Context: an optimization exercise on an open-source flow, tuned for small area, a short achievable clock period and few clock cycles. The choices shown serve that exercise and are no tape-out recipe.
RTL that was checked went through simulation tests only; none was proved equivalent to the original.
Power is estimated from default activity; no workload was simulated.

Setup of main:
==> flow/design.v <==
module mctp_rx (
    input  wire        clk,
    input  wire        rst,             
    input  wire        start_valid,
    output wire        start_ready,
    input  wire [7:0]  cfg_mtu,         
    input  wire        cfg_pec_check,   
    input  wire        in_valid,        
    output wire        in_ready,
    input  wire [7:0]  in_data,
    output reg         out_valid,       
    input  wire        out_ready,
    output reg  [7:0]  out_data,
    output wire        done_valid,      
    input  wire        done_ready,
    output reg  [1:0]  done_status,     
    output reg  [9:0]  done_pkts,       
    output reg  [12:0] done_rx_len,     
    output reg  [12:0] done_raw_len,    
    output reg         done_mic_ok      
);
    localparam [1:0] ST_OK = 2'd0, ST_BADBC = 2'd1, ST_OVF = 2'd2, ST_PEC = 2'd3;
    localparam [7:0]  MIC_X0 = 8'h85;
    localparam [23:0] MIC_HI = 24'h9F9B5C;
    function [7:0] crc8_byte(input [7:0] c, input [7:0] b);
        integer i;
        reg [7:0] x;
        begin
            x = c ^ b;
            for (i = 0; i < 8; i = i + 1)
                x = x[7] ? ((x << 1) ^ 8'h07) : (x << 1);
            crc8_byte = x;
        end
    endfunction
    function [31:0] crc32_byte(input [31:0] c, input [7:0] b);
        integer i;
        reg [31:0] x;
        begin
            x = c ^ {24'd0, b};
            for (i = 0; i < 8; i = i + 1)
                x = x[0] ? ((x >> 1) ^ 32'h82F63B78) : (x >> 1);
            crc32_byte = x;
        end
    endfunction
    reg        s_idle, s_hdr, s_body, s_pec, s_done;
    reg        s_inv1, s_loop, s_fin, s_inv2;
    reg        ir;          
    reg        dv;          
    reg [8:0]  mtu7;        
    reg        pec_check;
    reg [8:0]  bc2;         
    reg        bclt5_r;     
    reg        bc5_r;       
    reg        bc6_r;       
    reg [8:0]  cnt;         
    reg        cnt1_r;      
    reg        cnt0_r;      
    reg        eom;
    reg [7:0]  crc8;
    reg [31:0] crc32;
    reg        sk_valid;    
    reg [7:0]  sk_data;
    reg        bc_bad_r;    
    reg        body_ovf_r;  
    assign start_ready = s_idle;
    assign in_ready    = ir;
    assign done_valid  = dv;
    wire take      = in_valid && ir;
    wire take_hdr  = take && s_hdr;
    wire take_body = take && s_body;
    wire take_pec  = take && s_pec;
    wire hdr_last  = take_hdr && (cnt[2:0] == 3'd0);
    wire hdr_fail  = bc_bad_r || body_ovf_r;
    wire hdr_ok    = hdr_last && !hdr_fail;
    wire bc_zero   = bc5_r;
    wire body_last = take_body && cnt1_r;
    wire cnt_zero  = cnt0_r;
    wire next_ovf  = (done_raw_len >= 13'd5112);
    wire pec_ok    = !pec_check || (in_data == crc8);
    wire pec_bad   = !pec_ok;
    wire done_fire = dv && done_ready;
    wire start     = s_idle && start_valid;
    wire out_free  = !out_valid || out_ready;
    wire out_fire  = out_valid && out_ready;
    wire s_idle_n = rst || (s_idle && !start_valid) || done_fire;
    wire pec_next = !rst && take_pec && !eom && !next_ovf;    
    wire pec_end  = !rst && take_pec && (eom || next_ovf);    
    wire s_hdr_p  = !rst && (start || (s_hdr && !hdr_last));
    wire s_hdr_n  = s_hdr_p || (pec_next && pec_ok);
    wire s_body_n = !rst && ((hdr_ok && !bc_zero) || (s_body && !body_last));
    wire s_pec_n  = !rst && ((hdr_ok && bc_zero) || body_last || (s_pec && !take));
    wire s_inv1_n = !rst && take_pec && pec_bad;
    wire s_loop_n = !rst && (s_inv1 || (s_loop && !cnt_zero));
    wire s_fin_n  = !rst && s_loop && cnt_zero;
    wire s_inv2_n = !rst && s_fin;
    wire s_done_p = !rst && ((hdr_last && hdr_fail) || s_inv2 || (s_done && !done_fire));
    wire s_done_n = s_done_p || (pec_end && pec_ok);
    wire ov_n     = !rst && (out_free ? (sk_valid || take_body) : 1'b1);
    wire sk_n     = !rst && !out_free && (sk_valid || take_body);
    wire        raw_inc  = take_body || take_pec || s_loop || hdr_ok || s_fin;
    wire        raw_by8  = s_hdr || s_fin;
    wire [12:0] raw_p1   = done_raw_len + 13'd1;
    wire [12:0] raw_p8   = {done_raw_len[12:3] + 10'd1, done_raw_len[2:0]};
    wire        rx_inc   = take_body || (s_loop && !cnt_zero);
    wire        pkts_inc = take_pec || s_fin;
    wire        inv      = s_inv1 || s_inv2;
    wire [4:0]  cap_hi = done_raw_len[12:8];
    wire        cap_19 = (cap_hi == 5'd19);
    wire        cap_18 = (cap_hi == 5'd18);
    wire        cap_20 = (cap_hi >= 5'd20);
    wire        cap_ge = (bc2[7:0] >= ~done_raw_len[7:0]);
    wire [7:0] crc8_next = crc8_byte(crc8, in_data);
    wire       mic_match = ((crc32[7:0] ^ out_data) == MIC_X0) && (crc32[31:8] == MIC_HI);
    always @(posedge clk) begin
        s_idle    <= s_idle_n;
        s_hdr     <= s_hdr_n;
        s_body    <= s_body_n;
        s_pec     <= s_pec_n;
        s_inv1    <= s_inv1_n;
        s_loop    <= s_loop_n;
        s_fin     <= s_fin_n;
        s_inv2    <= s_inv2_n;
        s_done    <= s_done_n;
        ir        <= s_hdr_p || (s_body_n && !sk_n) || s_pec_n || (pec_next && pec_ok);
        dv        <= (s_done_p && !ov_n) || (pec_end && !ov_n && pec_ok);
        out_valid <= ov_n;
        sk_valid  <= sk_n;
        bc_bad_r   <= bclt5_r || (bc2 > mtu7);
        body_ovf_r <= cap_20 || (cap_19 && (bc2[8] || cap_ge)) || (cap_18 && bc2[8] && cap_ge);
        if (out_free) begin
            if (sk_valid)
                out_data <= sk_data;
            else if (s_body)
                out_data <= in_data;
        end else if (!sk_valid) begin
            sk_data <= in_data;
        end
        if (out_fire) begin
            crc32 <= crc32_byte(crc32, out_data);
            if (done_status == ST_OK)
                done_mic_ok <= mic_match;
        end
        if (inv) begin
            done_raw_len <= ~done_raw_len;
            done_rx_len  <= ~done_rx_len;
            done_pkts    <= ~done_pkts;
        end else begin
            if (raw_inc)
                done_raw_len <= raw_by8 ? raw_p8 : raw_p1;
            if (rx_inc)
                done_rx_len <= done_rx_len + 13'd1;
            if (pkts_inc)
                done_pkts <= done_pkts + 10'd1;
        end
        if (start) begin
            mtu7         <= {1'b0, cfg_mtu} + 9'd7;
            pec_check    <= cfg_pec_check;
        end
        if (s_idle) begin
            done_status  <= ST_OK;
            done_pkts    <= 10'd0;
            done_rx_len  <= 13'd0;
            done_raw_len <= 13'd0;
            done_mic_ok  <= 1'b0;
            crc32        <= 32'hFFFFFFFF;
            crc8         <= 8'd0;
        end
        if (s_hdr && cnt[2:0] == 3'd5) begin
            bc2     <= {1'b0, in_data} + 9'd2;
            bclt5_r <= (in_data < 8'd5);
            bc5_r <= (in_data == 8'd5);
            bc6_r <= (in_data == 8'd6);
        end
        if (s_hdr && cnt[2:0] == 3'd0)
            eom <= in_data[6];
        if (take_hdr) begin
            if (!cnt[2])
                crc8 <= crc8_next;
            if (cnt[2:0] == 3'd0) begin
                if (hdr_fail) begin
                    done_status <= bc_bad_r ? ST_BADBC : ST_OVF;
                    done_mic_ok <= 1'b0;
                end
            end
        end
        if (take_body) begin
            crc8 <= crc8_next;
        end
        if (take_pec) begin
            crc8 <= 8'd0;
            if (pec_bad) begin
                done_status <= ST_PEC;
                done_mic_ok <= 1'b0;
            end else if (!eom && next_ovf) begin
                done_status <= ST_OVF;
                done_mic_ok <= 1'b0;
            end
        end
        if (s_idle || take_pec) begin
            cnt    <= 9'd7;
            cnt1_r <= 1'b0;
            cnt0_r <= 1'b0;
        end else if ((hdr_last && !hdr_fail) || s_inv1) begin
            cnt    <= bc2;
            cnt1_r <= bc6_r;
            cnt0_r <= bc_zero;
        end else if (take_hdr || take_body || (s_loop && !cnt_zero)) begin
            cnt    <= cnt - 9'd1;
            cnt1_r <= (cnt == 9'd9);
            cnt0_r <= cnt1_r;
        end
    end
endmodule
export LEC_CHECK = 0
export CAP_MARGIN = 20
export CORE_MARGIN = 2
export CORE_UTILIZATION = 40
export CTS_BUF_LIST = sky130_fd_sc_hd__clkbuf_4 sky130_fd_sc_hd__clkbuf_8
export SETUP_SLACK_MARGIN = 2.8
export SLEW_MARGIN = 20
create_clock -name core_clock -period 5.0 [get_ports {clk}]
standard.sh (not shown) runs the stock make flow with config.mk's settings and CLKGATE_MAP_FILE= SYNTH_SCRIPT=/design/flow/synth_recipe.tcl, a recipe that flattens the netlist after the stock synthesis.
==> flow/flow/run.sh <==
#!/bin/bash
# The standard layout (the standard.sh: standard synthesis, then ORFS to
# finish), with plain sky130 buffers on the ports instead of the delay cells
# that buffer_ports picks by default, and a clock tree without dummy loads.
export BUFFER_PORTS_ARGS="-buffer_cell sky130_fd_sc_hd__buf_2"
export CTS_ARGS="-sink_clustering_enable -repair_clock_nets -buf_list {sky130_fd_sc_hd__clkbuf_4 sky130_fd_sc_hd__clkbuf_8} -dont_use_dummy_load"
bash standard.sh > standard.log 2>&1
Here is what was changed in the inputs of the feature branch compared with main.
--- a/flow/design.v
+++ b/flow/design.v
@@ -154,10 +154,8 @@
         end
         if (start) begin
             mtu7         <= {1'b0, cfg_mtu} + 9'd7;
             pec_check    <= cfg_pec_check;
-        end
-        if (s_idle) begin
             done_status  <= ST_OK;
             done_pkts    <= 10'd0;
             done_rx_len  <= 13'd0;
             done_raw_len <= 13'd0;
@@ -195,9 +193,9 @@
                 done_status <= ST_OVF;
                 done_mic_ok <= 1'b0;
             end
         end
-        if (s_idle || take_pec) begin
+        if (start || take_pec) begin
             cnt    <= 9'd7;
             cnt1_r <= 1'b0;
             cnt0_r <= 1'b0;
         end else if ((hdr_last && !hdr_fail) || s_inv1) begin
==> comparison <==
main -> the feature branch: total non-filler cell area in the finished layout decreased by a few percent
Compared to main, the router laid down more metal wire for the feature branch.
Sort main and the feature branch by required arrival time at the worst endpoint, ascending, and main comes first.
Compared with main, the feature branch shows a net switching power that is about 4% higher.
In the feature branch the global routing usage on met1 turned out 0.63 points lower than in main.
Testbench counts of the feature branch, summed over its fixed seeds: cycles 37,863.
The RTL of main was laid out without a check of its function.

static timing again, ports no longer ideal:
In the flow no input, the clock included, has a driving cell. The finished layouts below were timed again as built, in two steps.
Step 1: set_driving_cell puts a clkbuf_16 on clk and a buf_2 on each other input, an assumption about the parent block.
Step 2 adds t to the input delays and takes it off the output delays; t is the mean of the earliest and latest rising clock arrival at the registers after step 1. Input paths then give back, and output paths get back, about the clock's delay inside the block.
Slacks: no drivers / after step 1 / after step 2; pairs: no drivers / after step 1.
run	t (ns)	setup WS [ns]	hold WS [ns]
main	0.468	2.787 / 2.749 / 2.358	0.506 / 0.506 / 0.506
the feature branch	0.476	2.837 / 2.803 / 2.378	0.448 / 0.448 / 0.448
After both steps every run listed still meets setup and hold. The setup slack of the feature branch, which loses most, moves by -0.034 ns with the drivers and by -0.459 ns with both steps.
